From an optimization exercise on the open Yosys and OpenROAD flow, aimed at small area, a short achievable clock period and few clock cycles per item; shortcuts taken in it are not production practice.
Where RTL was checked, it was by simulation tests only, not by an equivalence proof against the original.
Only the layout flow was run in runs 1 to 4; the RTL was not checked for function there.
No activity file was given, so power comes from the tool's default toggle rates.

===== flow/constraint.sdc =====
create_clock -name core_clock -period 11.0 [get_ports {clk}]
set_input_delay 2.2000 -clock core_clock [delete_from_list [all_inputs] [get_ports {clk}]]
set_output_delay 2.2000 -clock core_clock [all_outputs]
set_load 0.01 [all_outputs]

===== flow/config.mk =====
export PLATFORM = sky130hd
export DESIGN_NAME = tcp_rx
export DESIGN_NICKNAME = tcp_rx
export VERILOG_FILES = /design/flow/design.v
export SDC_FILE = /design/flow/constraint.sdc
export NUM_CORES = 4
export LEC_CHECK = 0
export CAP_MARGIN = 20
export CORE_MARGIN = 2
export CORE_UTILIZATION = 40
export PLACE_DENSITY = 0.6
export SLEW_MARGIN = 20

===== flow/flow/run.sh =====
#!/bin/bash
# Layout flow: the standard ORFS flow (standard.sh) with these changes:
# - ports buffered by the smallest plain buffer (buf_1) instead of the
#   delay-cell buffer buffer_ports picks by default;
# - timing repair aimed at a setup margin below the clock period, so the
#   resizer works on the paths that set the achieved period;
# - clock tree synthesis without dummy loads.
# The make output goes to standard.log; each ORFS step writes its own log
# under orfs/logs/.
set -euo pipefail
bash standard.sh \
  "BUFFER_PORTS_ARGS=-buffer_cell sky130_fd_sc_hd__buf_1" \
  "SETUP_SLACK_MARGIN=7.6" \
  "CTS_ARGS=-sink_clustering_enable -repair_clock_nets -dont_use_dummy_load -sink_clustering_size 20 -sink_clustering_max_diameter 80" \
  finish > standard.log 2>&1

===== flow/standard.sh =====
#!/bin/bash
# synth_recipe.tcl (not shown) runs the flow's synth.tcl, then flattens the netlist and writes it again
# the make line also repeats each setting of config.mk as NAME=value (left out here)
make -C /OpenROAD-flow-scripts/flow DESIGN_CONFIG=/design/flow/config.mk WORK_HOME=/design/flow/orfs CLKGATE_MAP_FILE= SYNTH_SCRIPT=/design/flow/synth_recipe.tcl "${@:-finish}"

===== flow/design.v =====
module tcp_rx (
    input  wire        clk,
    input  wire        rst,
    input  wire        start,
    output wire        ready,
    input  wire        raw,
    input  wire [31:0] src_addr,
    input  wire [31:0] dst_addr,
    input  wire [15:0] len,
    input  wire        in_valid,
    output wire        in_ready,
    input  wire [31:0] in_data,
    output reg         done,
    output reg  [1:0]  result,
    output reg  [15:0] csum,
    output reg  [2:0]  seg_class,
    output reg  [15:0] payload_len,
    output reg  [15:0] sport,
    output reg  [15:0] dport,
    output reg  [31:0] seq_num,
    output reg  [31:0] ack_num,
    output reg  [3:0]  doff,
    output reg  [5:0]  flags,
    output reg  [15:0] window,
    output reg  [15:0] cksum_field,
    output reg  [15:0] urg_ptr
);
    localparam [1:0] RES_OK        = 2'd0;
    localparam [1:0] RES_MALFORMED = 2'd1;
    localparam [1:0] RES_CHECKSUM  = 2'd2;
    localparam [2:0] C_NONE   = 3'd0;
    localparam [2:0] C_DATA   = 3'd1;
    localparam [2:0] C_SYN    = 3'd2;
    localparam [2:0] C_SYNACK = 3'd3;
    localparam [2:0] C_ACK    = 3'd4;
    localparam [2:0] C_FIN    = 3'd5;
    localparam [2:0] C_FINACK = 3'd6;
    function [31:0] csa;
        input [15:0] a;
        input [15:0] b;
        input [15:0] c;
        reg   [15:0] s, k;
        begin
            s   = a ^ b ^ c;
            k   = (a & b) | (a & c) | (b & c);
            csa = {k[14:0], k[15], s};
        end
    endfunction
    function [15:0] eac_add;
        input [15:0] a;
        input [15:0] b;
        reg   [15:0] g, p, gg, pp, c;
        integer i, l;
        begin
            g  = a & b;
            p  = a ^ b;
            gg = g;
            pp = a | b;
            for (l = 1; l < 16; l = l * 2)
                for (i = 15; i >= l; i = i - 1) begin
                    gg[i] = gg[i] | (pp[i] & gg[i-l]);
                    pp[i] = pp[i] & pp[i-l];
                end
            c[0] = gg[15];
            for (i = 1; i < 16; i = i + 1)
                c[i] = gg[i-1] | (pp[i-1] & gg[15]);
            eac_add = p ^ c;
        end
    endfunction
    reg         ready_q;      
    reg         in_ready_q;   
    reg         pend_q;       
    reg         raw_q;
    reg  [1:0]  low_q;        
    reg         short_q;      
    reg         bad_q;        
    reg         clr_q;        
    reg  [13:0] rem_q;        
    reg  [2:0]  hc_q;         
    reg  [15:0] sx_q, sy_q, sz_q;   
    assign ready    = ready_q;
    assign in_ready = in_ready_q;
    wire beat   = in_valid & in_ready_q;
    wire last   = (rem_q == 14'd0) | ((rem_q == 14'd1) & (low_q == 2'd0));
    wire busy0  = ~ready_q & ~in_ready_q;          
    wire clr    = clr_q;                           
    wire [3:0] lane_ok;
    assign lane_ok[3] = 1'b1;
    assign lane_ok[2] = (rem_q != 14'd0) | (low_q != 2'd1);
    assign lane_ok[1] = (rem_q != 14'd0) | (low_q == 2'd3);
    assign lane_ok[0] = (rem_q != 14'd0);
    wire [3:0]  lane = lane_ok & {4{in_ready_q}};
    wire [31:0] dm   = in_data & {{8{lane[3]}}, {8{lane[2]}}, {8{lane[1]}}, {8{lane[0]}}};
    wire [15:0] op_z = raw_q          ? 16'd0 :
                       busy0          ? 16'd6 :
                       (hc_q == 3'd0) ? {rem_q, low_q} :
                       (hc_q == 3'd1) ? 16'd6 : 16'd0;
    wire [31:0] l1 = csa(clr ? 16'd0 : sx_q, clr ? 16'd0 : sy_q, clr ? 16'd0 : sz_q);
    wire [31:0] l2 = csa(l1[15:0], l1[31:16], op_z);
    wire [15:0] op_a = ready_q ? src_addr[31:16] : l2[15:0];
    wire [15:0] op_b = ready_q ? src_addr[15:0]  : dm[31:16];
    wire [15:0] op_c = ready_q ? dst_addr[31:16] : dm[15:0];
    wire [31:0] l3 = csa(op_a, op_b, op_c);
    wire [15:0] nz = ready_q ? dst_addr[15:0] : l2[31:16];
    wire [15:0] fs     = l1[15:0];
    wire [15:0] fc     = l1[31:16];
    wire [15:0] fold   = eac_add(fs, fc);
    wire        sum_ok = ((fs ^ fc) == 16'hFFFF) | ((fs & fc) == 16'hFFFF);
    wire [4:0]  doff_m4   = 5'd4 - {1'b0, doff};
    wire [14:0] pl_diff   = {1'b0, rem_q} + {{10{doff_m4[4]}}, doff_m4};
    wire        pl_take   = in_valid & in_ready_q & (hc_q == 3'd4);
    wire        malformed = short_q | (doff < 4'd5) | bad_q;
    wire [5:0]  k         = flags & 6'h17;
    reg  [2:0]  cls;
    always @(*) begin
        if (payload_len != 16'd0)
            cls = ((flags & 6'h07) == 6'h00) ? C_DATA : C_NONE;
        else begin
            case (k)
                6'h02:   cls = C_SYN;
                6'h12:   cls = C_SYNACK;
                6'h10:   cls = C_ACK;
                6'h01:   cls = C_FIN;
                6'h11:   cls = C_FINACK;
                default: cls = C_NONE;
            endcase
        end
    end
    always @(posedge clk) begin
        csum        <= ~fold;
        seg_class   <= cls;
        if (raw_q)
            result <= RES_OK;
        else if (malformed)
            result <= RES_MALFORMED;
        else if (!sum_ok)
            result <= RES_CHECKSUM;
        else
            result <= RES_OK;
    end
    always @(posedge clk) begin
        if (in_valid || !in_ready_q) begin
            {sy_q, sx_q} <= l3;
            sz_q         <= nz;
        end
    end
    always @(posedge clk) begin
        if (beat) begin
            case (hc_q)
                3'd0: begin
                    sport <= in_data[31:16];
                    dport <= in_data[15:0];
                end
                3'd1: seq_num <= in_data;
                3'd2: ack_num <= in_data;
                3'd3: begin
                    doff   <= in_data[31:28];
                    flags  <= in_data[21:16];
                    window <= in_data[15:0];
                end
                3'd4: begin
                    cksum_field <= in_data[31:16];
                    urg_ptr     <= in_data[15:0];
                end
                default: ;
            endcase
        end
    end
    always @(posedge clk) begin
        if (ready_q && start) begin
            raw_q <= raw;
            low_q   <= len[1:0];
            short_q <= (len[15:2] < 14'd5);
        end
        if (pl_take) begin
            payload_len <= {pl_diff[13:0], low_q};
            bad_q       <= pl_diff[14];
        end
        if (ready_q)
            clr_q <= raw;
        else if (beat)
            clr_q <= 1'b0;
        if (ready_q)
            hc_q <= 3'd0;
        else if (beat && hc_q != 3'd5)
            hc_q <= hc_q + 3'd1;
        if (ready_q)
            rem_q <= len[15:2];
        else if (beat)
            rem_q <= rem_q - 14'd1;
    end
    always @(posedge clk) begin
        if (rst) begin
            ready_q    <= 1'b1;
            in_ready_q <= 1'b0;
            pend_q     <= 1'b0;
            done       <= 1'b0;
        end else begin
            done <= ready_q & pend_q;
            if (ready_q) begin
                if (start) begin
                    ready_q    <= 1'b0;
                    in_ready_q <= (len != 16'd0);
                    pend_q     <= 1'b0;
                end else begin
                    pend_q     <= 1'b0;
                end
            end else if (busy0) begin
                ready_q <= 1'b1;
                pend_q  <= 1'b1;
            end else if (beat && last) begin
                in_ready_q <= 1'b0;
                ready_q    <= 1'b1;
                pend_q     <= 1'b1;
            end
        end
    end
endmodule

==> summary.md, run 1 <==
| Metric | Value |
|---|---|
| Status | timing/DRC/antenna clean |
| Hold Path Class | flop to flop |
| Crit Path Class | flop to flop |
| Crit path DAT | 3.80 ns |
| CTS tree | yes |
| First-pass GRT wire length | 53500 um |
| Rel. slew slack | 40.0% |
| Synth unique cells | 48 |
| Total GRT Usage | between 20% and 30% |
| Sequential share of the synthesized area | 61.0% |
| Top_reg_cell synth | edfxtp_1 |
| First DRT Iteration DRCs | 592 |
| Vias in the first global route | a little under 9000 |
| Pwr dens | 182 mW/mm^2 |
| WHS | 0.444 ns |
| Die X | about 180 um |
| Final setup fails | 0 |
| Critical Path RT | 11.38 ns |
| Clock network power share | 22.1% |
| WL per Instance | 21.2 um |
| RSZ-0062 raised after global routing | true |
| FMAX | between 200 and 300 MHz |
| Synth-to-Final Area Change | 21.3% |
| First drt pass iteration count | 4 |
| Final instance area | between 0.015 and 0.02 sq mm |
| Comb pwr share | 32.9% |
| Final period util | 31.1% |
| Fin. Hold Viols | 0 |
| Area of the core | 0.0313 sq mm |
| Net switching power | 0.000909 W |
| Dpl hpwl | 26400 um |
| Crit Path Max Fanout | 10 |
| Num CTS Buffers | 18 |
| Global placement routability congestion | approximately 0.9 |
| GRT overflow | 0 |
| DP Area | 0.0143 sq mm |
| Layout cell share with drive strength beyond 1 | 8.79% |
| Hold buffer count at CTS | 0 |
| Commonest cells after routing, fill and taps aside | 310 x buf_1, 238 x edfxtp_1, 101 x inv_1, 59 x nand2_1, 55 x nand2b_1 |
| Switching Share | between 30% and 40% |
| P_leak | approximately 5.6 nW |
| Sink Count | 266 |
| Starting density of the core | 40.4% |
| H-tree depth | 1 |
| DRT Wirelength | 36100 um |
| # fillers | 2879 |
| Clock Path Buffers | 3 |
| Yosys reg bits | 266 |
| Antenna violations before repair | 4 |
| Root Buffer | clkbuf_16 |
| Startpoint Class | flop |
| EDFF count, synth | ~240 |
| Synth Warn # | 1 |
| Ys async rst share | 0% |
| Port bufs | 310 |
| Worst setup EP type | flop |
| Worst-path clk slew | 0.09 ns |
| Ports | around 310 |
| Max VDD drop | around 130 uV |
| Max-cap viol count | 0 |
| Minimum clock period | 3.42 ns |
| Area contributors post-synth | edfxtp_1 57%, fa_1 7.9%, ha_1 5.4% |
| Largest net degree at the start of global routing | 79 |
| Leading area contributor after synthesis | edfxtp_1 |
| Seq pwr share | a little under half |
| Tightest Pin Transition | 0.900 ns |
| Worst-Skew Late Latency | 0.52 ns |
| # DRC | 0 |
| Mapped cell area | 0.0126 sq mm |
| Vias per inst | 5.17 |
| P_int | 0.00188 W |
| Commonest non-fill, non-tap cell in the layout | buf_1 |
| Synthesized Nets | around 1200 |
| Max Slew Vio Count | 0 |
| Synth top area share | 56.5% |
| Post-route ant nets | 0 |
| Cells after synthesis | 953 |
| FP Rows | between 60 and 70 |
| Final Skew | between 0.05 and 0.06 ns |
| Final #Nets | 1521 |
| Avg Cell Area, Syn | 13.3 sq um |
| Die area | 0.0330 sq mm |
| Die span in y | 182 um |
| Via count | 8805 |
| Setup TNS | 0 ns |
-- registers in the layout, summed over array words and instances, names as in the netlist, 2 cells and up --
signal	count
csum	16
cksum_field	16
ack_num	32
doff	4
sy_q	16
sport	16
sz_q	16
sx_q	16
result	2
hc_q	3
dport	16
low_q	2
window	16
seq_num	32
seg_class	3
urg_ptr	16
payload_len	16
rem_q	14
flags	6
-- worst max-delay path, cell delays in order, from the launching register on --
cell	delay (ns)
edfxtp_1	0.43
buf_6	0.17
nand2b_1	0.17
fa_2	0.61
ha_1	0.20
inv_1	0.06
a21o_1	0.21
a221o_1	0.42
o311ai_4	0.32
nand2_1	0.14
fa_1	0.39
xnor2_1	0.14
-- metrics by stage --
| step | worst slack (ns) | instances | power (W) | util, % |
|---|---|---|---|---|
| finish | 7.58 | 1703 | 0.00279 | 49.0 |
| global route | 7.46 | 1701 | 0.00295 | 49.0 |
| CTS | 7.58 | 1682 | 0.00274 | 48.1 |
| detailed placement | 7.04 | 1649 | 0.00207 | 45.8 |
| global placement | 7.12 | 1649 | 0.00207 | 45.8 |
| floorplan | 7.41 | 953 | 0.00181 | - |
-- layout make-up --
cell class	instances	area, sq um	share of cell area (%)
timing repair buffer	349	1490	9.73
tap	402	503	3.28
antenna	4	10.0	0.0653
clock buffer	18	450	2.94
sequential	266	7710	50.3
multi-input combinational	563	4780	31.2
inverter	101	379	2.47
-- power by group through the flow --
stage / clock, W / sequential, W / combinational [W]
after global routing: 0.000666 / 0.00127 / 0.00102
after CTS: 0.000635 / 0.00126 / 0.000850
after global placement: 0 / 0.00129 / 0.000777
final: 0.000616 / 0.00126 / 0.000916
after detailed placement: 0 / 0.00129 / 0.000782
after floorplan: 0 / 0.00128 / 0.000530
-- cells by family after synthesis --
logic type | share of synthesized area, %
AOI/OAI and AO/OA | 8.16
xor gates and xnor gates | 2.49
adders and majority gates | 13.4
buffers and inverters | 3.68
DFF | 61.0
muxes | 1.13
and+or+nand+nor | 10.2
-- path summary, 6_finish.rpt --
check / slack, ns / cells past startpoint / to / start
max: 7.58 / 11 / csum[1] / clr_q
min: 0.44 / 2 / done / pend_q
max reg2reg: 7.58 / 11 / csum[1] / clr_q
min reg2reg: 0.44 / 2 / done / pend_q
-- per-layer routing --
layer / GRT usage, % / routed length (um) / vias to the layer above
met4: 6.21 / 935 / 0
met3: 3.45 / 2250 / 41
met5: 0 / 0 / -
met2: 36.0 / 17600 / 311
li1: - / - / 4073
met1: 29.0 / 15300 / 4380
-- cell usage after synthesis, drive strengths merged (9+ instances only) --
master / instances
a21o: 12
o21bai: 9
dfxtp: 28
a21oi: 46
nand2: 60
xnor2: 21
nor2: 41
nor3: 14
inv: 101
nand4: 9
a22oi: 32
o21ai: 35
xor2: 15
nand3: 12
nor4: 16
fa: 50
edfxtp: 238
ha: 55
mux2i: 12
clkbuf: 21
nand2b: 56
-- repair_timing --
| action | in CTS | in global routing |
|---|---|---|
| resized for setup | 27 | 32 |
| buffers inserted | 15 | 17 |
| setup endpoints to repair | 46 | 55 |
| pin swaps | 9 | 10 |
| hold endpoints to repair | 0 | 0 |
==> run 2, diff against run 1 <==
--- a/flow/design.v
+++ b/flow/design.v
@@ -46,27 +46,6 @@
             csa = {k[14:0], k[15], s};
         end
     endfunction
-    function [15:0] eac_add;
-        input [15:0] a;
-        input [15:0] b;
-        reg   [15:0] g, p, gg, pp, c;
-        integer i, l;
-        begin
-            g  = a & b;
-            p  = a ^ b;
-            gg = g;
-            pp = a | b;
-            for (l = 1; l < 16; l = l * 2)
-                for (i = 15; i >= l; i = i - 1) begin
-                    gg[i] = gg[i] | (pp[i] & gg[i-l]);
-                    pp[i] = pp[i] & pp[i-l];
-                end
-            c[0] = gg[15];
-            for (i = 1; i < 16; i = i + 1)
-                c[i] = gg[i-1] | (pp[i-1] & gg[15]);
-            eac_add = p ^ c;
-        end
-    endfunction
     reg         ready_q;      
     reg         in_ready_q;   
     reg         pend_q;       
@@ -76,36 +55,37 @@
     reg         bad_q;        
     reg         clr_q;        
     reg  [13:0] rem_q;        
+    reg         rz_q;         
     reg  [2:0]  hc_q;         
-    reg  [15:0] sx_q, sy_q, sz_q;   
+    reg  [15:0] sx_q, sy_q;   
     assign ready    = ready_q;
     assign in_ready = in_ready_q;
     wire beat   = in_valid & in_ready_q;
-    wire last   = (rem_q == 14'd0) | ((rem_q == 14'd1) & (low_q == 2'd0));
+    wire last   = rz_q | ((rem_q == 14'd1) & (low_q == 2'd0));
     wire busy0  = ~ready_q & ~in_ready_q;          
     wire clr    = clr_q;                           
     wire [3:0] lane_ok;
     assign lane_ok[3] = 1'b1;
-    assign lane_ok[2] = (rem_q != 14'd0) | (low_q != 2'd1);
-    assign lane_ok[1] = (rem_q != 14'd0) | (low_q == 2'd3);
-    assign lane_ok[0] = (rem_q != 14'd0);
+    assign lane_ok[2] = ~rz_q | (low_q != 2'd1);
+    assign lane_ok[1] = ~rz_q | (low_q == 2'd3);
+    assign lane_ok[0] = ~rz_q;
     wire [3:0]  lane = lane_ok & {4{in_ready_q}};
     wire [31:0] dm   = in_data & {{8{lane[3]}}, {8{lane[2]}}, {8{lane[1]}}, {8{lane[0]}}};
     wire [15:0] op_z = raw_q          ? 16'd0 :
                        busy0          ? 16'd6 :
                        (hc_q == 3'd0) ? {rem_q, low_q} :
                        (hc_q == 3'd1) ? 16'd6 : 16'd0;
-    wire [31:0] l1 = csa(clr ? 16'd0 : sx_q, clr ? 16'd0 : sy_q, clr ? 16'd0 : sz_q);
-    wire [31:0] l2 = csa(l1[15:0], l1[31:16], op_z);
-    wire [15:0] op_a = ready_q ? src_addr[31:16] : l2[15:0];
-    wire [15:0] op_b = ready_q ? src_addr[15:0]  : dm[31:16];
-    wire [15:0] op_c = ready_q ? dst_addr[31:16] : dm[15:0];
-    wire [31:0] l3 = csa(op_a, op_b, op_c);
-    wire [15:0] nz = ready_q ? dst_addr[15:0] : l2[31:16];
-    wire [15:0] fs     = l1[15:0];
-    wire [15:0] fc     = l1[31:16];
-    wire [15:0] fold   = eac_add(fs, fc);
-    wire        sum_ok = ((fs ^ fc) == 16'hFFFF) | ((fs & fc) == 16'hFFFF);
+    wire [31:0] l1 = csa(clr ? 16'd0 : sx_q, clr ? 16'd0 : sy_q, op_z);
+    wire [15:0] op_a = ready_q ? src_addr[31:16] : l1[15:0];
+    wire [15:0] op_b = ready_q ? src_addr[15:0]  : l1[31:16];
+    wire [15:0] op_c = ready_q ? dst_addr[31:16] : dm[31:16];
+    wire [15:0] op_d = ready_q ? dst_addr[15:0]  : dm[15:0];
+    wire [31:0] l2 = csa(op_a, op_b, op_c);
+    wire [31:0] l3 = csa(l2[15:0], l2[31:16], op_d);
+    wire [16:0] fs0    = {1'b0, sx_q} + {1'b0, sy_q};
+    wire [15:0] fs1    = sx_q + sy_q + 16'd1;
+    wire [15:0] fold   = fs0[16] ? fs1 : fs0[15:0];
+    wire        sum_ok = ((sx_q ^ sy_q) == 16'hFFFF) | ((sx_q & sy_q) == 16'hFFFF);
     wire [4:0]  doff_m4   = 5'd4 - {1'b0, doff};
     wire [14:0] pl_diff   = {1'b0, rem_q} + {{10{doff_m4[4]}}, doff_m4};
     wire        pl_take   = in_valid & in_ready_q & (hc_q == 3'd4);
@@ -139,10 +119,8 @@
             result <= RES_OK;
     end
     always @(posedge clk) begin
-        if (in_valid || !in_ready_q) begin
+        if (in_valid || !in_ready_q)
             {sy_q, sx_q} <= l3;
-            sz_q         <= nz;
-        end
     end
     always @(posedge clk) begin
         if (beat) begin
@@ -184,10 +162,13 @@
             hc_q <= 3'd0;
         else if (beat && hc_q != 3'd5)
             hc_q <= hc_q + 3'd1;
-        if (ready_q)
+        if (ready_q) begin
             rem_q <= len[15:2];
-        else if (beat)
+            rz_q  <= (len[15:2] == 14'd0);
+        end else if (beat) begin
             rem_q <= rem_q - 14'd1;
+            rz_q  <= (rem_q == 14'd1);
+        end
     end
     always @(posedge clk) begin
         if (rst) begin
--- a/flow/flow/run.sh
+++ b/flow/flow/run.sh
@@ -10,6 +10,6 @@
 set -euo pipefail
 bash standard.sh \
   "BUFFER_PORTS_ARGS=-buffer_cell sky130_fd_sc_hd__buf_1" \
-  "SETUP_SLACK_MARGIN=7.6" \
-  "CTS_ARGS=-sink_clustering_enable -repair_clock_nets -dont_use_dummy_load -sink_clustering_size 20 -sink_clustering_max_diameter 80" \
+  "SETUP_SLACK_MARGIN=7.7" \
+  "CTS_ARGS=-sink_clustering_enable -repair_clock_nets -dont_use_dummy_load -sink_clustering_size 25 -sink_clustering_max_diameter 150" \
   finish > standard.log 2>&1
==> summary.md, run 2 <==
| Metric | Value |
|---|---|
| Synth Warn # | 1 (unchanged) |
| Post-synthesis adder-cell area fraction | 12.7% (-0.71 points) |
| Worst-path clk slew | 0.10 ns (about the same) |
| R2R depth | 7 (-4) |
| EDFF count, synth | 223 (-6.3%) |
| Crit Path Max Fanout | 2 (-8) |
| Largest family of logic cells by synthesized area | adder cells |
| Num CTS Buffers | 14 (-4) |
| Starting density of the core | 40.5% (+0.092 points) |
| Worst-Skew Late Latency | 0.50 ns (-0.02 ns) |
| Final Skew | 0.0598 ns (+0.00294 ns) |
| Startpoint Class | flop |
| Most common cell in the netlist | edfxtp_1 |
| FMAX | 302 MHz (+3.0%) |
| Largest stage delay, worst path | 0.46 ns (-0.15 ns) |
| Antenna violations before repair | 6 (+2) |
| Cells after synthesis | 868 (-8.9%) |
| Rel. slew slack | 43.1% (+3.2 points) |
| Root Buffer | clkbuf_16 |
| Top_reg_cell synth | edfxtp_1 |
| Synthesized-area fraction occupied by and/or/nand/nor cells | 9.77% (-0.43 points) |
| First-pass GRT wire length | 50200 um (-6.1%) |
| Mapped cell area | 0.0119 sq mm (-5.6%) |
| Commonest cells after routing, fill and taps aside | 274 x buf_1, 223 x edfxtp_1, 60 x inv_1, 50 x nand2_1, 43 x fa_1 |
| Slowest cell on crit path | edfxtp_1 |
| Fin. Hold Viols | 0 (unchanged) |
| Setup WS pre-CTS | 6.95 ns (-0.0854 ns) |
| Layout cell share with drive strength beyond 1 | 14.0% (+5.2 points) |
| Post-route ant nets | 0 (unchanged) |
| Yosys reg bits | 251 (-5.6%) |
| WL per Instance | 21.3 um (+0.54%) |
| Status | timing/DRC/antenna clean |
| Vias per inst | 5.18 (about the same) |
| Ports | 311 (unchanged) |
| RSZ-0062 raised after global routing | true |
| Synth top area share | 56.1% (-0.40 points) |
| Post-synthesis mux area share | 3.11% (+2.0 points) |
| Largest regs | ack_num x32, seq_num x32 |
| # DRC | 0 (unchanged) |
| Max VDD drop | 123 uV (-3.0%) |
| H-tree depth | 1 (unchanged) |
| CP Buf/Inv Count | 1 (-1) |
| Number of cells on the worst hold path | 2 (unchanged) |
| Minimum clock period | 3.32 ns (-0.0998 ns) |
| Die span in y | 177 um (-2.8%) |
| Crit Path Class | flop to output pin |
| Vias in the first global route | 8080 (-7.7%) |
| P_leak | 5.31 nW (-5.3%) |
| Synthesized Nets | 1075 (-8.5%) |
| Dpl hpwl | 25200 um (-4.8%) |
| Max-cap viol count | 0 (unchanged) |
| Synth-to-Final Area Change | 22.5% |
| FP Rows | 63 (-3.1%) |
| GRT overflow | 0 (unchanged) |
| Critical Path RT | 8.80 ns (-2.58 ns) |
| Via count | 8234 (-6.5%) |
| Area of the core | 0.0295 sq mm (-5.8%) |
| Final worst slack | 7.68 ns (+0.0998 ns) |
| Avg Cell Area, Syn | 13.7 sq um (+3.6%) |
| # fillers | 2628 (-8.7%) |
| Setup TNS | 0 ns (unchanged) |
| Post-synthesis xor/xnor area fraction | 2.64% (+0.15 points) |
| First DRT Iteration DRCs | 669 (+13%) |
| Commonest non-fill, non-tap cell in the layout | buf_1 |
| Die X | 177 um (-2.8%) |
| Critical path depth | 1 (-10) |
| Max Slew Vio Count | 0 (unchanged) |
| Clock Path Buffers | 3 (unchanged) |
| Final #Nets | 1405 (-7.6%) |
| Pwr dens | 185 mW/mm^2 (+1.8%) |
| Crit-path cells | clkbuf_2 |
| Hold Path Class | flop to flop |
| Final period util | 30.1% (-0.91 points) |
| Worst setup EP type | output pin |
| Ys async rst share | 0% (unchanged) |
| Die area | 0.0312 sq mm (-5.5%) |
| Port bufs | 310 (unchanged) |
| Leading area contributor after synthesis | edfxtp_1 |
| DRT Wirelength | 33900 um (-6.1%) |
| Hold buffer count at CTS | 0 (unchanged) |
| Global placement routability congestion | 0.850 (-7.0%) |
| Area contributors post-synth | edfxtp_1 56%, fa_1 8.6%, dfxtp_1 4.7% |
| Tightest Pin Transition | 0.853 ns (-0.0475 ns) |
| Sequential share of the synthesized area | 60.8% (-0.14 points) |
| Crit path DAT | 1.12 ns (-2.68 ns) |
| Total GRT Usage | 21.6% (+0.13 points) |
| CTS tree | yes |
| Sink Count | 251 (-5.6%) |
| Final setup fails | 0 (unchanged) |
| Largest net degree at the start of global routing | 51 (-35%) |
| Synth unique cells | 58 (+21%) |
| Compound-cell area share of the yosys netlist | 7.98% (-0.17 points) |
| Post-synth top cells | 223 x edfxtp_1, 66 x inv_1, 51 x fa_1, 51 x nand2_1, 39 x ha_1 |
| WHS | 0.473 ns (+0.0290 ns) |
| CP top delay family | flip-flops |
| First drt pass iteration count | 5 (+1) |
==> run 2: worst reg2reg max path, delay by kind of cell, from the launching register on <==
family / cells / cell delay, ns
adders and majority gates: 3 / 1.54
buffers and inverters: 2 / 0.34
DFF: 1 / 0.84
and+or+nand+nor: 1 / 0.09
muxes: 1 / 0.09
==> run 2: worst paths after layout <==
path / startpoint / slack, ns / end
max: payload_len[1] / 7.68 / payload_len[1]
min: pend_q / 0.47 / done
max reg2reg: clr_q / 7.82 / sx_q[0]
min reg2reg: pend_q / 0.47 / done
==> run 2: layout make-up <==
type	count	area (sq um)	area share [%]
Multi-Input combinational cell	525	4720	32.3
Sequential cell	251	7270	49.7
Inverter	67	251	1.72
Tap cell	390	488	3.34
Timing Repair Buffer	339	1520	10.4
Antenna cell	5	12.5	0.0856
Clock buffer	14	350	2.40
==> run 2: cells by family after synthesis <==
family                     count (synthesis)
buffers and inverters                     93
muxes                                     37
AOI/OAI and AO/OA                        143
DFF                                      251
adders and majority gates                 90
xor gates and xnor gates                  36
and+or+nand+nor                          218
==> run 2: through the flow <==
stage | instance area [sq um] | utilization (%) | power, W | std cells
after floorplan | 12200 | - | 0.00192 | 868
after global placement | 13800 | 46.7 | 0.00216 | 1551
after detailed placement | 13800 | 46.7 | 0.00217 | 1551
after CTS | 14400 | 48.8 | 0.00271 | 1582
after global routing | 14600 | 49.5 | 0.00289 | 1588
final | 14600 | 49.6 | 0.00271 | 1591
==> run 2: power by group <==
group          total [W]  switching (W)  internal, W
clock           0.000516       0.000287     0.000229
sequential       0.00124      0.0000674      0.00117
combinational   0.000953       0.000558     0.000396
total            0.00271       0.000912      0.00179
==> run 2: routing by layer <==
metal | global-route usage, % | vias up | part of all wire (%)
li1 | - | 3820 | -
met3 | 4.34 | 33 | 7.4
met1 | 28.6 | 4061 | 42
met5 | 0 | - | 0.021
met4 | 4.65 | 2 | 1.8
met2 | 36.9 | 318 | 49
==> run 2: timing repair <==
| item | CTS | global route |
|---|---|---|
| setup buffers | 16 | 3 |
| pin swaps | 18 | 24 |
| gates cloned | 1 | 1 |
| hold endpoints to repair | 0 | 0 |
| setup endpoints to repair | 92 | 43 |
| resized for setup | 44 | 69 |
==> run 3, diff against run 2 <==
--- a/flow/flow/run.sh
+++ b/flow/flow/run.sh
@@ -11,5 +11,6 @@
 bash standard.sh \
   "BUFFER_PORTS_ARGS=-buffer_cell sky130_fd_sc_hd__buf_1" \
   "SETUP_SLACK_MARGIN=7.7" \
+  "TNS_END_PERCENT=0" \
   "CTS_ARGS=-sink_clustering_enable -repair_clock_nets -dont_use_dummy_load -sink_clustering_size 25 -sink_clustering_max_diameter 150" \
   finish > standard.log 2>&1
==> summary.md, run 3 <==
| Metric | Value |
|---|---|
| Post-Layout Cell Count | 1571 (-1.3%) |
| Commonest non-fill, non-tap cell in the layout | buf_1 |
| Die X | 177 um (unchanged) |
| Dpl hpwl | 24100 um (-4.4%) |
| Most common cell in the netlist | edfxtp_1 |
| Synth Warn # | 1 (unchanged) |
| Vias in the first global route | 8023 (-0.71%) |
| Compound-cell area share of the yosys netlist | 7.98% (unchanged) |
| FMAX | 282 MHz (-6.3%) |
| Minimum clock period | 3.54 ns (+0.225 ns) |
| Crit Path Class | flop to output pin |
| Synth unique cells | 58 (unchanged) |
| # fillers | 2738 (+4.2%) |
| Final #Nets | 1390 (-1.1%) |
| Antenna violations before repair | 0 (-6) |
| Synth top area share | 56.1% (unchanged) |
| First drt pass iteration count | 7 (+2) |
| Crit path DAT | 1.34 ns (+0.22 ns) |
| Port bufs | 310 (unchanged) |
| Sequential share of the synthesized area | 60.8% (unchanged) |
| Status | timing/DRC/antenna clean |
| Yosys reg bits | 251 (unchanged) |
| Startpoint Class | flop |
| CP Buf/Inv Count | 2 (+1) |
| Cell Count Post-Placement | 1549 (-0.13%) |
| Largest net degree at the start of global routing | 65 (+27%) |
| Worst setup EP type | output pin |
| Number of cells on the worst hold path | 2 (unchanged) |
| Max Slew Vio Count | 0 (unchanged) |
| Tightest Pin Transition | 1.07 ns (+0.219 ns) |
| Largest stage delay, worst path | 0.42 ns (-0.04 ns) |
| CTS tree | yes |
| Post-synthesis xor/xnor area fraction | 2.64% (unchanged) |
| Ports | 311 (unchanged) |
| Vias per inst | 5.13 (-0.90%) |
| Layout cell share with drive strength beyond 1 | 4.40% (-9.6 points) |
| Global placement routability congestion | 0.866 (+1.9%) |
| Crit-path cells | buf_16 > buf_1 |
| Commonest cells after routing, fill and taps aside | 310 x buf_1, 223 x edfxtp_1, 65 x inv_1, 51 x fa_1, 50 x nand2_1 |
| Power Total | 0.00268 W (-1.1%) |
| Critical Path RT | 8.80 ns (about the same) |
| Num CTS Buffers | 14 (unchanged) |
| R2R depth | 12 (+5) |
| Slowest cell on crit path | dfxtp_4 |
| Area of the multi-input gates | 0.00440 sq mm (-6.9%) |
| Fin. Hold Viols | 0 (unchanged) |
| Register area | 0.00726 sq mm (about the same) |
| Final period util | 32.2% (+2.0 points) |
| Synthesized-area fraction occupied by and/or/nand/nor cells | 9.77% (unchanged) |
| EDFF count, synth | 223 (unchanged) |
| Max-cap viol count | 0 (unchanged) |
| WL per Instance | 20.7 um (-3.2%) |
| GRT overflow | 0 (unchanged) |
| Max VDD drop | 134 uV (+8.5%) |
| Ys async rst share | 0% (unchanged) |
| Root Buffer | clkbuf_16 |
| Mapped cell area | 0.0119 sq mm (unchanged) |
| Hold buffer count at CTS | 0 (unchanged) |
| Worst-path clk slew | 0.10 ns (about the same) |
| Rel. slew slack | 28.6% (-15 points) |
| Area contributors post-synth | edfxtp_1 56%, fa_1 8.6%, dfxtp_1 4.7% |
| Worst-Skew Late Latency | 0.50 ns (about the same) |
| Reg2reg end | sx_q[1] |
| P_leak | 5.22 nW (-1.9%) |
| RSZ-0062 raised after global routing | true |
| HP Start | pend_q |
| Die area | 0.0312 sq mm (unchanged) |
| Total GRT Usage | 20.5% (-1.1 points) |
| Area of the core | 0.0295 sq mm (unchanged) |
| Post-synthesis adder-cell area fraction | 12.7% (unchanged) |
| Top_reg_cell synth | edfxtp_1 |
| Hold Path Class | flop to flop |
| Cells after synthesis | 868 (unchanged) |
| Post-synth top cells | 223 x edfxtp_1, 66 x inv_1, 51 x fa_1, 51 x nand2_1, 39 x ha_1 |
| FP Rows | 63 (unchanged) |
| Hold EP | done |
| Final Skew | 0.0711 ns (+0.0113 ns) |
| CP top delay family | flip-flops |
| Final setup fails | 0 (unchanged) |
| Pwr dens | 190 mW/mm^2 (+2.4%) |
| First DRT Iteration DRCs | 636 (-4.9%) |
| Largest family of logic cells by synthesized area | adder cells |
| Setup TNS | 0 ns (unchanged) |
| First-pass GRT wire length | 47800 um (-4.8%) |
| Leading area contributor after synthesis | edfxtp_1 |
| DRT Wirelength | 32500 um (-4.4%) |
| Post-synthesis mux area share | 3.11% (unchanged) |
| Clock Path Buffers | 3 (unchanged) |
| # diodes | 0 (-5) |
| Largest regs | ack_num x32, seq_num x32 |
| Synth-to-Final Area Change | 18.3% |
| Via count | 8057 (-2.1%) |
| H-tree depth | 1 (unchanged) |
| Sink Count | 251 (unchanged) |
| Crit Path Max Fanout | 32 (+30) |
| Reg-to-Reg Start | hc_q[0] |
| Avg Cell Area, Syn | 13.7 sq um (unchanged) |
| Die span in y | 177 um (unchanged) |
| Post-route ant nets | 0 (unchanged) |
| Starting density of the core | 40.5% (unchanged) |
| Synthesized Nets | 1075 (unchanged) |
| # DRC | 0 (unchanged) |
| R2R Setup Slk | 7.65 ns (-0.17 ns) |
[run 3: cell types whose count changed in the layout (fill, tap and decap cells not counted), moves of 15 or more]
cell | previous run | this run
buf_1 | 274 | 310
clkbuf_2 | 16 | 0
buf_4 | 26 | 10
mux2i_1 | 16 | 37
mux2i_2 | 15 | 0
[run 3: worst min-delay path, delay by kind of cell (launching register included)]
family / cells / cell delay (ns)
AND/OR/NAND/NOR: 2 / 0.08
flip-flops: 1 / 0.32
[run 3: layout make-up]
class                   count  share of cell area, %
inverters                  67                   1.78
clock buffers              14                   2.48
multi-input cells         524                   31.2
repair buffers            325                   9.65
well taps                 390                   3.46
flip-flops and latches    251                   51.5
[run 3: cell families (layout without fill, tap and decap cells)]
group,count (synthesis),count (layout)
multiplexers,37,37
XOR/XNOR,36,36
buffers and inverters,93,406
adder cells (fa/ha/maj),90,90
flip-flops,251,251
AO/OA/AOI/OAI,143,143
AND/OR/NAND/NOR,218,218
[run 3: routing by layer]
metal	part of all wire [%]	GRT usage, %	wire length (um)	vias to the layer above
met3	7.3	4.42	2380	30
met1	43	28.1	13800	3956
met4	2.0	4.96	660	0
li1	-	-	-	3777
met5	0	0	0	-
met2	48	33.3	15600	294
[run 3: what timing repair did]
action,CTS,global route
buffers inserted,5,2
gates cloned,0,1
pin swaps,1,2
resized for setup,4,5
endpoints found under the setup margin,142,130
[run 3: worst max-delay path by stage]
| stage | slack, ns | start | end | cells after the start |
|---|---|---|---|---|
| floorplan | 7.41 | in_valid | dport[0] | 2 |
| global placement | 6.92 | in_valid | sport[8] | 4 |
| detailed placement | 6.87 | in_valid | dport[14] | 4 |
| CTS | 7.37 | ready_q | ready | 2 |
| global route | 7.40 | ready_q | ready | 2 |
| finish | 7.46 | ready_q | ready | 2 |
[run 3: per-stage QoR]
step | setup WS [ns] | area, sq um | utilization, % | hold WS (ns)
detailed placement | 6.87 | 13600 | 46.2 | 0.428
CTS | 7.37 | 14000 | 47.7 | 0.442
finish | 7.46 | 14100 | 47.9 | 0.441
floorplan | 7.41 | 12000 | - | 0.410
global route | 7.40 | 14100 | 47.9 | 0.488
global placement | 6.92 | 13600 | 46.1 | 0.426
[run 3: where the power goes]
part	switching, W	internal, W
clock network	0.000295	0.000229
registers	0.0000742	0.00117
logic	0.000537	0.000373
total	0.000906	0.00177
==> run 4, diff against run 3 <==
==> flow/flow/run.sh (replaced) <==
#!/bin/bash
# Layout flow: the standard ORFS flow (standard.sh) with these changes:
# - ports buffered by the smallest plain buffer (buf_1) instead of the
#   delay-cell buffer buffer_ports picks by default;
# - timing repair aimed at a setup margin below the clock period, so the
#   resizer works on the paths that set the achieved period; that
#   timing repair only resizes cells, swaps pins and removes buffers
#   (SETUP_MOVE_SEQUENCE), it inserts no buffers;
# - clock tree synthesis without dummy loads, with sink clusters of up to
#   25 registers.
# The make output goes to standard.log; each ORFS step writes its own log
# under orfs/logs/.
set -euo pipefail
bash standard.sh \
  "BUFFER_PORTS_ARGS=-buffer_cell sky130_fd_sc_hd__buf_1" \
  "SETUP_SLACK_MARGIN=7.7" \
  "SETUP_MOVE_SEQUENCE=unbuffer,sizeup,swap" \
  "CTS_ARGS=-sink_clustering_enable -repair_clock_nets -dont_use_dummy_load -sink_clustering_size 25 -sink_clustering_max_diameter 150" \
  finish > standard.log 2>&1
==> summary.md, run 4 <==
| Metric | Value |
|---|---|
| Status | timing/DRC/antenna clean |
| Final setup fails | 0 (unchanged) |
| Die area | 0.0312 sq mm (unchanged) |
| Ys async rst share | 0% (unchanged) |
| Yosys reg bits | 251 (unchanged) |
| Sink Count | 251 (unchanged) |
| Most used routing layer | met2 |
| Sequential share of the synthesized area | 60.8% (unchanged) |
| Top_reg_cell synth | edfxtp_1 |
| Post-synthesis xor/xnor area fraction | 2.64% (unchanged) |
| Largest family of logic cells by synthesized area | adder cells |
| Synth top area share | 56.1% (unchanged) |
| H-tree depth | 1 (unchanged) |
| P_leak | 5.16 nW (-1.2%) |
| Ports | 311 (unchanged) |
| DRT Wirelength | 33000 um (+1.8%) |
| GRT overflow | 0 (unchanged) |
| CTS tree | yes |
| Cells after synthesis | 868 (unchanged) |
| Num CTS Buffers | 14 (unchanged) |
| Global placement routability congestion | 0.850 (-1.8%) |
| Worst setup EP type | output pin |
| Fin. Hold Viols | 0 (unchanged) |
| Final period util | 34.0% (+1.8 points) |
| First-pass GRT wire length | 49300 um (+3.1%) |
| Compound-cell area share of the yosys netlist | 7.98% (unchanged) |
| Die X | 177 um (unchanged) |
| Synthesized Nets | 1075 (unchanged) |
| Crit-path cells | buf_6 |
| Pwr dens | 188 mW/mm^2 (-0.77%) |
| # fillers | 2652 (-3.1%) |
| Commonest cells after routing, fill and taps aside | 289 x buf_1, 223 x edfxtp_1, 65 x inv_1, 50 x nand2_1, 43 x fa_1 |
| RSZ-0062 raised after global routing | true |
| Layout cell share with drive strength beyond 1 | 9.18% (+4.8 points) |
| Vias per inst | 5.14 (+0.15%) |
| Area of the core | 0.0295 sq mm (unchanged) |
| Dpl hpwl | 25200 um (+4.6%) |
| Hold buffer count at CTS | 0 (unchanged) |
| Commonest non-fill, non-tap cell in the layout | buf_1 |
| Synth unique cells | 58 (unchanged) |
| Largest net degree at the start of global routing | 66 (+1.5%) |
| Largest stage delay, worst path | 0.83 ns (+0.41 ns) |
| Power Total | 0.00269 W (+0.60%) |
| Tightest Pin Transition | 0.961 ns (-0.110 ns) |
| Minimum clock period | 3.74 ns (+0.203 ns) |
| Port bufs | 310 (unchanged) |
| Vias in the first global route | 7911 (-1.4%) |
| Synthesized-area fraction occupied by and/or/nand/nor cells | 9.77% (unchanged) |
| Post-synthesis mux area share | 3.11% (unchanged) |
| Root Buffer | clkbuf_16 |
| Crit Path Max Fanout | 65 (+100%) |
| Post-Layout Cell Count | 1569 (-0.13%) |
| Final instance area | 0.0143 sq mm (+1.4%) |
| First drt pass iteration count | 5 (-2) |
| Max Slew Vio Count | 0 (unchanged) |
| Hold Path Class | flop to flop |
| Crit path DAT | 1.54 ns (+0.20 ns) |
| Post-synthesis adder-cell area fraction | 12.7% (unchanged) |
| Rel. slew slack | 35.9% (+7.4 points) |
| Cell Count Post-Placement | 1551 (+0.13%) |
| WL per Instance | 21.0 um (+1.9%) |
| Crit Path Class | flop to output pin |
| EDFF count, synth | 223 (unchanged) |
| Mapped cell area | 0.0119 sq mm (unchanged) |
| Final #Nets | 1385 (-0.36%) |
| CP Buf/Inv Count | 1 (-1) |
| Grt met2 use | 36.1% (+2.8 points) |
| Area contributors post-synth | edfxtp_1 56%, fa_1 8.6%, dfxtp_1 4.7% |
| Worst-path clk slew | 0.10 ns (about the same) |
| Most common cell in the netlist | edfxtp_1 |
| Antenna violations before repair | 5 (+5) |
| Register area | 0.00726 sq mm (about the same) |
| Largest regs | ack_num x32, seq_num x32 |
| FMAX | 267 MHz (-5.4%) |
| Post-route ant nets | 0 (unchanged) |
| Met3 Use GR | 3.82% (-0.60 points) |
| Clock Path Buffers | 3 (unchanged) |
| Leading area contributor after synthesis | edfxtp_1 |
| Critical path depth | 1 (-1) |
| CP top delay family | flip-flops |
| Slowest cell on crit path | dfxtp_4 |
| Die span in y | 177 um (unchanged) |
| Final Skew | 0.0591 ns (-0.0120 ns) |
| Startpoint Class | flop |
| Starting density of the core | 40.5% (unchanged) |
| Number of cells on the worst hold path | 2 (unchanged) |
| Total GRT Usage | 21.2% (+0.69 points) |
| Max-cap viol count | 0 (unchanged) |
| Synth Warn # | 1 (unchanged) |
| Worst-Skew Late Latency | 0.50 ns (about the same) |
| Critical Path RT | 8.80 ns (about the same) |
| Avg Cell Area, Syn | 13.7 sq um (unchanged) |
| # DRC | 0 (unchanged) |
| WHS | 0.470 ns (+0.0286 ns) |
| First DRT Iteration DRCs | 658 (+3.5%) |
| DP Area | 0.0138 sq mm (+1.1%) |
| Synth-to-Final Area Change | 19.9% |
| R2R depth | 7 (-5) |
| Via count | 8059 (+0.025%) |
| FP Rows | 63 (unchanged) |
| Setup TNS | 0 ns (unchanged) |
| Max VDD drop | 122 uV (-8.6%) |
| Area of the multi-input gates | 0.00464 sq mm (+5.5%) |
| Met1 Resource Use GR | 28.4% (+0.28 points) |
| Post-synth top cells | 223 x edfxtp_1, 66 x inv_1, 51 x fa_1, 51 x nand2_1, 39 x ha_1 |
## run 4: cell counts after synthesis
Identical to the previous run, type by type.
## run 4: worst min-delay path, cell delays in order (launching register included)
cell and delay [ns]:
dfxtp_1 0.32, nand2_1 0.05, nor2_1 0.03
## run 4: cells by family after synthesis
logic type,Yosys count
muxes,37
DFF,251
AOI/OAI and AO/OA,143
xor gates and xnor gates,36
adders and majority gates,90
and+or+nand+nor,218
buffers and inverters,93
## run 4: power breakdown
part | internal [W] | switching [W] | leakage [nW]
Sequential | 0.00117 | 0.0000711 | 2.32
Clock | 0.000229 | 0.000290 | 0.173
Combinational | 0.000387 | 0.000547 | 2.66
## run 4: through the flow
step                setup slack (ns)  utilization, %
global placement                6.99            46.7
global route                    7.17            48.5
detailed placement              6.95            46.7
floorplan                       7.41               -
CTS                             7.24            48.2
finish                          7.26            48.5
## run 4: what timing repair did
item                                    4_1_cts  5_1_grt
hold endpoints to repair                      0        0
endpoints found under the setup margin       92       54
pin swaps                                     2        4
buffers inserted                              0        0
resized for setup                            28       23
## run 4: worst paths after layout
check               start      end  slack, ns
setup / recovery  ready_q    ready       7.26
hold / removal     pend_q     done       0.47
setup reg to reg  ready_q  sx_q[0]       7.40
hold reg to reg    pend_q     done       0.47
## run 4: cell type report
| class | instances | area share [%] |
|---|---|---|
| repair buffers | 320 | 9.12 |
| multi-input cells | 524 | 32.4 |
| flip-flops and latches | 251 | 50.8 |
| diodes | 3 | 0.0525 |
| well taps | 390 | 3.41 |
| clock buffers | 14 | 2.45 |
| inverters | 67 | 1.76 |
## run 4: metal layers
| layer | wire length, um | vias up |
|---|---|---|
| li1 | - | 3769 |
| met1 | 14100 | 3949 |
| met2 | 16100 | 306 |
| met3 | 2260 | 31 |
| met4 | 571 | 4 |
| met5 | 21 | - |
==> run 5, diff against run 4 <==
--- a/flow/design.v
+++ b/flow/design.v
@@ -52,11 +52,11 @@
     reg         raw_q;
     reg  [1:0]  low_q;        
     reg         short_q;      
-    reg         bad_q;        
+    reg         hok_q;        
     reg         clr_q;        
     reg  [13:0] rem_q;        
     reg         rz_q;         
-    reg  [2:0]  hc_q;         
+    reg  [4:0]  hc_q;         
     reg  [15:0] sx_q, sy_q;   
     assign ready    = ready_q;
     assign in_ready = in_ready_q;
@@ -73,8 +73,8 @@
     wire [31:0] dm   = in_data & {{8{lane[3]}}, {8{lane[2]}}, {8{lane[1]}}, {8{lane[0]}}};
     wire [15:0] op_z = raw_q          ? 16'd0 :
                        busy0          ? 16'd6 :
-                       (hc_q == 3'd0) ? {rem_q, low_q} :
-                       (hc_q == 3'd1) ? 16'd6 : 16'd0;
+                       (hc_q == 5'd0) ? {rem_q, low_q} :
+                       (hc_q == 5'd1) ? 16'd6 : 16'd0;
     wire [31:0] l1 = csa(clr ? 16'd0 : sx_q, clr ? 16'd0 : sy_q, op_z);
     wire [15:0] op_a = ready_q ? src_addr[31:16] : l1[15:0];
     wire [15:0] op_b = ready_q ? src_addr[15:0]  : l1[31:16];
@@ -86,10 +86,12 @@
     wire [15:0] fs1    = sx_q + sy_q + 16'd1;
     wire [15:0] fold   = fs0[16] ? fs1 : fs0[15:0];
     wire        sum_ok = ((sx_q ^ sy_q) == 16'hFFFF) | ((sx_q & sy_q) == 16'hFFFF);
-    wire [4:0]  doff_m4   = 5'd4 - {1'b0, doff};
-    wire [14:0] pl_diff   = {1'b0, rem_q} + {{10{doff_m4[4]}}, doff_m4};
-    wire        pl_take   = in_valid & in_ready_q & (hc_q == 3'd4);
-    wire        malformed = short_q | (doff < 4'd5) | bad_q;
+    wire [4:0]  hc_inc    = hc_q + 5'd1;
+    wire        hc_ge4    = (hc_q[4:2] != 3'd0);    
+    wire        pl_take   = beat & hc_ge4 & (hc_q == {1'b0, doff});
+    wire        pl_clear  = beat & (hc_q == 5'd0);
+    wire        hdr_fit   = beat & hc_ge4 & (hc_inc == {1'b0, doff}) & ~rz_q;
+    wire        malformed = short_q | (doff < 4'd5) | ~hok_q;
     wire [5:0]  k         = flags & 6'h17;
     reg  [2:0]  cls;
     always @(*) begin
@@ -125,18 +127,18 @@
     always @(posedge clk) begin
         if (beat) begin
             case (hc_q)
-                3'd0: begin
+                5'd0: begin
                     sport <= in_data[31:16];
                     dport <= in_data[15:0];
                 end
-                3'd1: seq_num <= in_data;
-                3'd2: ack_num <= in_data;
-                3'd3: begin
+                5'd1: seq_num <= in_data;
+                5'd2: ack_num <= in_data;
+                5'd3: begin
                     doff   <= in_data[31:28];
                     flags  <= in_data[21:16];
                     window <= in_data[15:0];
                 end
-                3'd4: begin
+                5'd4: begin
                     cksum_field <= in_data[31:16];
                     urg_ptr     <= in_data[15:0];
                 end
@@ -150,18 +152,22 @@
             low_q   <= len[1:0];
             short_q <= (len[15:2] < 14'd5);
         end
-        if (pl_take) begin
-            payload_len <= {pl_diff[13:0], low_q};
-            bad_q       <= pl_diff[14];
-        end
+        if (pl_clear)
+            payload_len <= 16'd0;
+        else if (pl_take)
+            payload_len <= {rem_q, low_q};
+        if (pl_clear)
+            hok_q <= 1'b0;
+        else if (hdr_fit)
+            hok_q <= 1'b1;
         if (ready_q)
             clr_q <= raw;
         else if (beat)
             clr_q <= 1'b0;
         if (ready_q)
-            hc_q <= 3'd0;
-        else if (beat && hc_q != 3'd5)
-            hc_q <= hc_q + 3'd1;
+            hc_q <= 5'd0;
+        else if (beat && hc_q != 5'd16)
+            hc_q <= hc_inc;
         if (ready_q) begin
             rem_q <= len[15:2];
             rz_q  <= (len[15:2] == 14'd0);
==> flow/flow/run.sh (replaced) <==
#!/bin/bash
# Layout flow: the standard ORFS flow (standard.sh) with these changes:
# - ports buffered by the smallest plain buffer (buf_1) instead of the
#   delay-cell buffer buffer_ports picks by default;
# - timing repair aimed at a setup margin below the clock period, so the
#   resizer works on the paths that set the achieved period;
# - clock tree synthesis without dummy loads.
# The make output goes to standard.log; each ORFS step writes its own log
# under orfs/logs/.
set -euo pipefail
bash standard.sh \
  "BUFFER_PORTS_ARGS=-buffer_cell sky130_fd_sc_hd__buf_1" \
  "SETUP_SLACK_MARGIN=7.8" \
  "CTS_ARGS=-sink_clustering_enable -repair_clock_nets -dont_use_dummy_load -sink_clustering_size 25 -sink_clustering_max_diameter 150" \
  finish > standard.log 2>&1
==> summary.md, run 5 <==
| Metric | Value |
|---|---|
| Status | timing/DRC/antenna clean |
| Num CTS Buffers | 14 (unchanged) |
| WHS | 0.449 ns (-0.0212 ns) |
| Starting density of the core | 40.5% (about the same) |
| First DRT Iteration DRCs | 559 (-15%) |
| FP Rows | 62 (-1.6%) |
| Synth Warn # | 1 (unchanged) |
| Final Skew | 0.0585 ns (-0.000661 ns) |
| Via count | 8156 (+1.2%) |
| Crit path DAT | 3.67 ns (+2.13 ns) |
| FMAX | 292 MHz (+9.4%) |
| Number of cells on the worst hold path | 2 (unchanged) |
| Worst setup EP type | flop |
| Layout cell share with drive strength beyond 1 | 33.7% (+25 points) |
| R2R Setup Slk | 7.58 ns (+0.18 ns) |
| Root Buffer | clkbuf_16 |
| Hold buffer count at CTS | 0 (unchanged) |
| Synth-to-Final Area Change | 29.9% |
| CTS tree | yes |
| Tightest Pin Transition | 1.10 ns (+0.139 ns) |
| Critical Path RT | 11.25 ns (+2.45 ns) |
| Minimum clock period | 3.42 ns (-0.323 ns) |
| Hold Path Class | flop to flop |
| Total GRT Usage | 21.8% (+0.59 points) |
| WL per Instance | 21.2 um (+0.91%) |
| Rel. slew slack | 26.5% (-9.4 points) |
| Max VDD drop | 106 uV (-14%) |
| Max-cap viol count | 0 (unchanged) |
| Top_reg_cell synth | edfxtp_1 |
| Die area | 0.0303 sq mm (-3.0%) |
| Startpoint Class | flop |
| H-tree depth | 1 (unchanged) |
| GRT overflow | 0 (unchanged) |
| Post-synthesis xor/xnor area fraction | 2.50% (-0.14 points) |
| RSZ-0062 raised after global routing | true |
| Synthesized Nets | 1045 (-2.8%) |
| Synth unique cells | 56 (-3.4%) |
| Worst-Skew Late Latency | 0.50 ns (about the same) |
| Die span in y | 174 um (-1.5%) |
| Global placement routability congestion | 0.872 (+2.6%) |
| Crit Path Max Fanout | 7 (-89%) |
| P_leak | 5.88 nW (+14%) |
| Sequential share of the synthesized area | 61.6% (+0.80 points) |
| Setup WS pre-CTS | 6.87 ns (-0.0845 ns) |
| Commonest non-fill, non-tap cell in the layout | edfxtp_1 |
| Die X | 174 um (-1.5%) |
| HP Start | pend_q |
| Setup TNS | 0 ns (unchanged) |
| Commonest cells after routing, fill and taps aside | 206 x edfxtp_1, 126 x buf_1, 116 x clkbuf_2, 58 x nand2_1, 52 x buf_4 |
| DRT Wirelength | 34000 um (+2.8%) |
| Largest family of logic cells by synthesized area | adder cells |
| Yosys reg bits | 253 (+0.80%) |
| Leading area contributor after synthesis | edfxtp_1 |
| Most common cell in the netlist | edfxtp_1 |
| Largest net degree at the start of global routing | 59 (-11%) |
| Final worst slack | 7.58 ns (+0.323 ns) |
| Synthesized-area fraction occupied by and/or/nand/nor cells | 10.3% (+0.54 points) |
| Post-route ant nets | 0 (unchanged) |
| Power Total | 0.00274 W (+1.7%) |
| Final period util | 31.1% (-2.9 points) |
| Post-layout util | 52.6% (+4.1 points) |
| # DRC | 0 (unchanged) |
| Avg Cell Area, Syn | 13.5 sq um (-1.6%) |
| Crit Path Class | flop to flop |
| Worst-path clk slew | 0.11 ns (about the same) |
| Largest regs | ack_num x32, seq_num x32 |
| Final #Nets | 1406 (+1.5%) |
| Vias in the first global route | 8107 (+2.5%) |
| Ys async rst share | 0% (unchanged) |
| First drt pass iteration count | 5 (unchanged) |
| Cells after synthesis | 855 (-1.5%) |
| Synth top area share | 53.5% (-2.6 points) |
| Ports | 311 (unchanged) |
| Final setup fails | 0 (unchanged) |
| Pwr dens | 183 mW/mm^2 (-3.1%) |
| Sink Count | 253 (+0.80%) |
| Hold EP | done |
| Clock Path Buffers | 3 (unchanged) |
| Compound-cell area share of the yosys netlist | 7.38% (-0.60 points) |
| Antenna violations before repair | 0 (-5) |
| Area contributors post-synth | edfxtp_1 54%, fa_1 8.7%, dfxtp_1 8.1% |
| Post-synthesis adder-cell area fraction | 11.1% (-1.5 points) |
| # fillers | 2539 (-4.3%) |
| Area of the core | 0.0285 sq mm (-3.2%) |
| Mapped cell area | 0.0116 sq mm (-3.1%) |
| Reg2reg end | sx_q[0] |
| Port bufs | 310 (unchanged) |
| Fin. Hold Viols | 0 (unchanged) |
| Max Slew Vio Count | 0 (unchanged) |
| R2R depth | 12 (+5) |
| Reg-to-Reg Start | hc_q[0] |
| Dpl hpwl | 23800 um (-5.3%) |
| Post-synthesis mux area share | 4.25% (+1.1 points) |
| EDFF count, synth | 206 (-7.6%) |
| Post-synth top cells | 206 x edfxtp_1, 59 x nand2_1, 50 x fa_1, 50 x inv_1, 49 x nor2_1 |
| Vias per inst | 5.10 (-0.70%) |
| First-pass GRT wire length | 49300 um (+0.13%) |
## run 5: how the worst max path moves through the flow
stage	slack, ns	start	to	cells after the start
3_5_place_dp	6.87	in_valid	payload_len[13]	6
2_1_floorplan	7.21	in_valid	cksum_field[0]	2
3_3_place_gp	6.93	in_valid	payload_len[2]	6
6_report	7.58	hc_q[0]	sx_q[0]	12
5_1_grt	7.47	hc_q[0]	sx_q[0]	12
4_1_cts	7.60	ready_q	ready	2
## run 5: area by class of cell
type | instances | area, sq um | area share (%)
diodes | 1 | 2.50 | 0.0167
clock buffers | 14 | 350 | 2.33
inverters | 51 | 200 | 1.33
multi-input cells | 524 | 4690 | 31.2
flip-flops and latches | 253 | 7170 | 47.8
well taps | 384 | 480 | 3.20
repair buffers | 372 | 2120 | 14.1
## run 5: critical path, cell delays in order (launching register included)
cell      delay [ns]
dfxtp_4         0.37
inv_4           0.06
ha_4            0.14
nand2b_4        0.05
or3_4           0.37
nor3_4          0.22
buf_6           0.16
and2_4          0.17
fa_2            0.45
mux2i_2         0.20
fa_2            0.47
inv_2           0.09
fa_2            0.41
## run 5: cell families (layout without fill, tap and decap cells)
group / Yosys count / in the layout
AOI/OAI and AO/OA: 133 / 133
xor gates and xnor gates: 33 / 33
adders and majority gates: 73 / 73
buffers and inverters: 82 / 437
DFF: 253 / 253
muxes: 49 / 49
other: 0 / 1
and+or+nand+nor: 232 / 236
## run 5: where the power goes
part	internal, W	switching [W]	leakage, nW	total [W]
logic	0.000412	0.000575	3.38	0.000987
clock network	0.000229	0.000293	0.173	0.000522
registers	0.00117	0.0000667	2.33	0.00123
total	0.00181	0.000934	5.88	0.00274
## run 5: per-stage QoR
step,instances,area (sq um)
floorplan,855,12000
global placement,1525,13500
detailed placement,1525,13500
CTS,1583,14500
global route,1598,15000
finish,1599,15000
## run 5: layer usage
layer / up-vias / share of wire (%) / global-route usage [%] / routed length, um
met3: 32 / 6.5 / 4.44 / 2210
met1: 4021 / 42 / 28.1 / 14200
met2: 301 / 50 / 37.9 / 16900
met5: - / 0 / 0 / 0
met4: 0 / 1.8 / 4.94 / 612
li1: 3802 / - / - / -
## run 5: timing repair
item,4_1_cts,5_1_grt
buffers inserted,37,15
setup endpoints to repair,304,237
gates cloned,7,0
pin swaps,19,26
hold endpoints to repair,0,0
gates resized for setup,134,172
Testbench counts of run 5, summed over its fixed seeds: cycles 93,989, items 1,280.
==> run 6, diff against run 5 <==
--- a/flow/flow/run.sh
+++ b/flow/flow/run.sh
@@ -10,6 +10,6 @@
 set -euo pipefail
 bash standard.sh \
   "BUFFER_PORTS_ARGS=-buffer_cell sky130_fd_sc_hd__buf_1" \
-  "SETUP_SLACK_MARGIN=7.8" \
+  "SETUP_SLACK_MARGIN=7.7" \
   "CTS_ARGS=-sink_clustering_enable -repair_clock_nets -dont_use_dummy_load -sink_clustering_size 25 -sink_clustering_max_diameter 150" \
   finish > standard.log 2>&1
==> summary.md, run 6 <==
| Metric | Value |
|---|---|
| Cells after synthesis | 855 (unchanged) |
| Hold buffer count at CTS | 0 (unchanged) |
| Largest stage delay, worst path | 0.48 ns (about the same) |
| Synth-to-Final Area Change | 23.6% |
| Hold Path Class | flop to flop |
| Vias per inst | 5.02 (-1.6%) |
| Via count | 7878 (-3.4%) |
| Max VDD drop | 129 uV (+22%) |
| Rel. slew slack | 40.9% (+14 points) |
| Ports | 311 (unchanged) |
| Area of the multi-input gates | 0.00466 sq mm (-0.64%) |
| Port bufs | 310 (unchanged) |
| Fin. Hold Viols | 0 (unchanged) |
| Commonest non-fill, non-tap cell in the layout | buf_1 |
| Top_reg_cell synth | edfxtp_1 |
| Die area | 0.0303 sq mm (unchanged) |
| FMAX | 299 MHz (+2.3%) |
| Crit Path Max Fanout | 7 (unchanged) |
| Dpl hpwl | 23500 um (-1.6%) |
| Synth unique cells | 56 (unchanged) |
| Final setup fails | 0 (unchanged) |
| Worst setup EP type | flop |
| Die span in y | 174 um (unchanged) |
| EDFF count, synth | 206 (unchanged) |
| First DRT Iteration DRCs | 478 (-14%) |
| Global placement routability congestion | 0.878 (+0.77%) |
| Commonest cells after routing, fill and taps aside | 303 x buf_1, 206 x edfxtp_1, 58 x nand2_1, 48 x nor2_1, 39 x inv_1 |
| Root Buffer | clkbuf_16 |
| Starting density of the core | 40.5% (unchanged) |
| Mapped cell area | 0.0116 sq mm (unchanged) |
| Status | timing/DRC/antenna clean |
| Area contributors post-synth | edfxtp_1 54%, fa_1 8.7%, dfxtp_1 8.1% |
| Post-synth top cells | 206 x edfxtp_1, 59 x nand2_1, 50 x fa_1, 50 x inv_1, 49 x nor2_1 |
| H-tree depth | 1 (unchanged) |
| Critical Path RT | 11.26 ns (about the same) |
| Crit Path Class | flop to flop |
| Final period util | 30.4% (-0.71 points) |
| Synth top area share | 53.5% (unchanged) |
| Worst-Skew Late Latency | 0.48 ns (-0.02 ns) |
| Die X | 174 um (unchanged) |
| Register area | 0.00715 sq mm (-0.31%) |
| Synthesized Nets | 1045 (unchanged) |
| CTS tree | yes |
| Most common cell in the netlist | edfxtp_1 |
| Avg Cell Area, Syn | 13.5 sq um (unchanged) |
| Slowest cell on crit path | fa_1 |
| Minimum clock period | 3.34 ns (-0.0777 ns) |
| Layout cell share with drive strength beyond 1 | 15.1% (-19 points) |
| Max Slew Vio Count | 0 (unchanged) |
| Tightest Pin Transition | 0.886 ns (-0.214 ns) |
| # DRC | 0 (unchanged) |
| Synth Warn # | 1 (unchanged) |
| Largest net degree at the start of global routing | 67 (+14%) |
| Post-route ant nets | 0 (unchanged) |
| Setup TNS | 0 ns (unchanged) |
| Sequential share of the synthesized area | 61.6% (unchanged) |
| Ys async rst share | 0% (unchanged) |
| FP Rows | 62 (unchanged) |
| Max-cap viol count | 0 (unchanged) |
| Final #Nets | 1374 (-2.3%) |
| Clock Path Buffers | 3 (unchanged) |
| Leading area contributor after synthesis | edfxtp_1 |
| Power Total | 0.00270 W (-1.4%) |
| First drt pass iteration count | 5 (unchanged) |
| DRT Wirelength | 32400 um (-4.6%) |
| Yosys reg bits | 253 (unchanged) |
| Pwr dens | 189 mW/mm^2 (+3.6%) |
| Crit-path cells | inv_4 > ha_4 > nand2b_4 > or3_4 > nor3_4 > buf_6 > and2_4 > fa_1 > mux2i_2 > fa_1 > inv_2 > fa_2 |
| Sink Count | 253 (unchanged) |
| Startpoint Class | flop |
| Crit path DAT | 3.60 ns (-0.07 ns) |
| Cell mode on critical path | fa_1 |
| Area of the core | 0.0285 sq mm (unchanged) |
| GRT overflow | 0 (unchanged) |
| # fillers | 2626 (+3.4%) |
| RSZ-0062 raised after global routing | true |
| Largest regs | ack_num x32, seq_num x32 |
| P_leak | 5.11 nW (-13%) |
| Antenna violations before repair | 4 (+4) |
| Final Skew | 0.0613 ns (+0.00278 ns) |
| WL per Instance | 20.6 um (-2.9%) |
| First-pass GRT wire length | 48000 um (-2.8%) |
| Worst-path clk slew | 0.10 ns (about the same) |
| Total GRT Usage | 21.0% (-0.72 points) |
| Num CTS Buffers | 14 (unchanged) |
| Vias in the first global route | 7844 (-3.2%) |
[run 6: worst paths after layout]
check / end / from / slack, ns / depth (start not counted)
worst min register to register: done / pend_q / 0.45 / 2
worst min-delay path: done / pend_q / 0.45 / 2
worst max register to register: sx_q[0] / hc_q[1] / 7.66 / 12
worst max-delay path: sx_q[0] / hc_q[1] / 7.66 / 12
[run 6: cell type report]
type	instances	share of cell area (%)
tap	384	3.36
multi-input combinational	523	32.6
timing repair buffer	341	10.1
antenna	4	0.0700
inverter	51	1.41
sequential	253	50.0
clock buffer	14	2.45
[run 6: metrics by stage]
stage | utilization (%) | setup slack, ns | instances | area [sq um] | hold slack, ns
floorplan | - | 7.21 | 855 | 11900 | 0.410
global placement | 47.3 | 6.85 | 1525 | 13500 | 0.426
detailed placement | 47.3 | 6.79 | 1525 | 13500 | 0.431
CTS | 49.6 | 7.61 | 1558 | 14200 | 0.446
global route | 50.0 | 7.54 | 1566 | 14300 | 0.480
finish | 50.1 | 7.66 | 1570 | 14300 | 0.449
[run 6: layer usage]
metal | GRT usage, % | share of wire [%]
met4 | 4.59 | 1.8
met1 | 28.2 | 42
met2 | 35.3 | 48
met3 | 4.62 | 7.7
met5 | 0 | 0
[run 6: what timing repair did]
action	CTS	global route
setup endpoints to repair	163	42
pin swaps	19	28
buffers inserted	15	7
gates cloned	4	0
gates resized for setup	53	20
[run 6: critical path, delay by kind of cell, from the launching register on]
| family | cells | cell delay [ns] |
|---|---|---|
| fa+ha+maj | 4 | 1.45 |
| buf+inv | 3 | 0.31 |
| flops | 1 | 0.37 |
| mux | 1 | 0.18 |
| simple gates | 4 | 0.81 |
[run 6: kinds of logic (layout without fill, tap and decap cells)]
kind of cell / count (synthesis) / in the layout / synth area share, %
buffers and inverters: 82 / 406 / 2.77
other: 0 / 4 / 0
xor gates and xnor gates: 33 / 33 / 2.50
adders and majority gates: 73 / 73 / 11.1
AOI/OAI and AO/OA: 133 / 133 / 7.38
and+or+nand+nor: 232 / 235 / 10.3
DFF: 253 / 253 / 61.6
muxes: 49 / 49 / 4.25
[run 6: power breakdown]
| group | total [W] | internal [W] | switching [W] | leakage [nW] |
|---|---|---|---|---|
| Combinational | 0.000954 | 0.000388 | 0.000567 | 2.61 |
| Sequential | 0.00123 | 0.00116 | 0.0000667 | 2.33 |
| Clock | 0.000518 | 0.000229 | 0.000289 | 0.173 |

## re-timing with driven ports
The flow's constraints put no driver on any port. The routed layouts listed below were extracted and timed again, unchanged, in two steps.
Step 1: set_driving_cell puts a clkbuf_16 on clk and a buf_2 on each other input, an assumption about the parent block.
Step 2 moves the port delays by t, midway between the first and last clock arrival at a register: inputs arrive t later, outputs are due t later. That takes back most of the time a late clock gives input paths.
Three values: ideal, step 1, step 2; two values: the first two.
run	t (ns)	setup WS [ns]	worst hold slack (ns)	latest minus earliest clock arrival (ns)
run 1	0.541	7.584 / 7.584 / 7.191	0.444 / 0.444 / 0.444	0.058 / 0.057
run 2	0.524	7.684 / 7.631 / 7.188	0.473 / 0.473 / 0.473	0.060 / 0.061
run 3	0.518	7.459 / 7.410 / 6.953	0.441 / 0.441 / 0.441	0.071 / 0.071
run 4	0.527	7.256 / 7.202 / 6.988	0.470 / 0.470 / 0.470	0.060 / 0.060
run 5	0.529	7.579 / 7.579 / 7.207	0.449 / 0.449 / 0.449	0.062 / 0.062
run 6	0.510	7.657 / 7.657 / 7.190	0.449 / 0.449 / 0.449	0.086 / 0.087
After both steps every run listed still meets setup and hold. The setup slack of run 3, which loses most, moves by -0.049 ns with the drivers and by -0.506 ns with both steps.
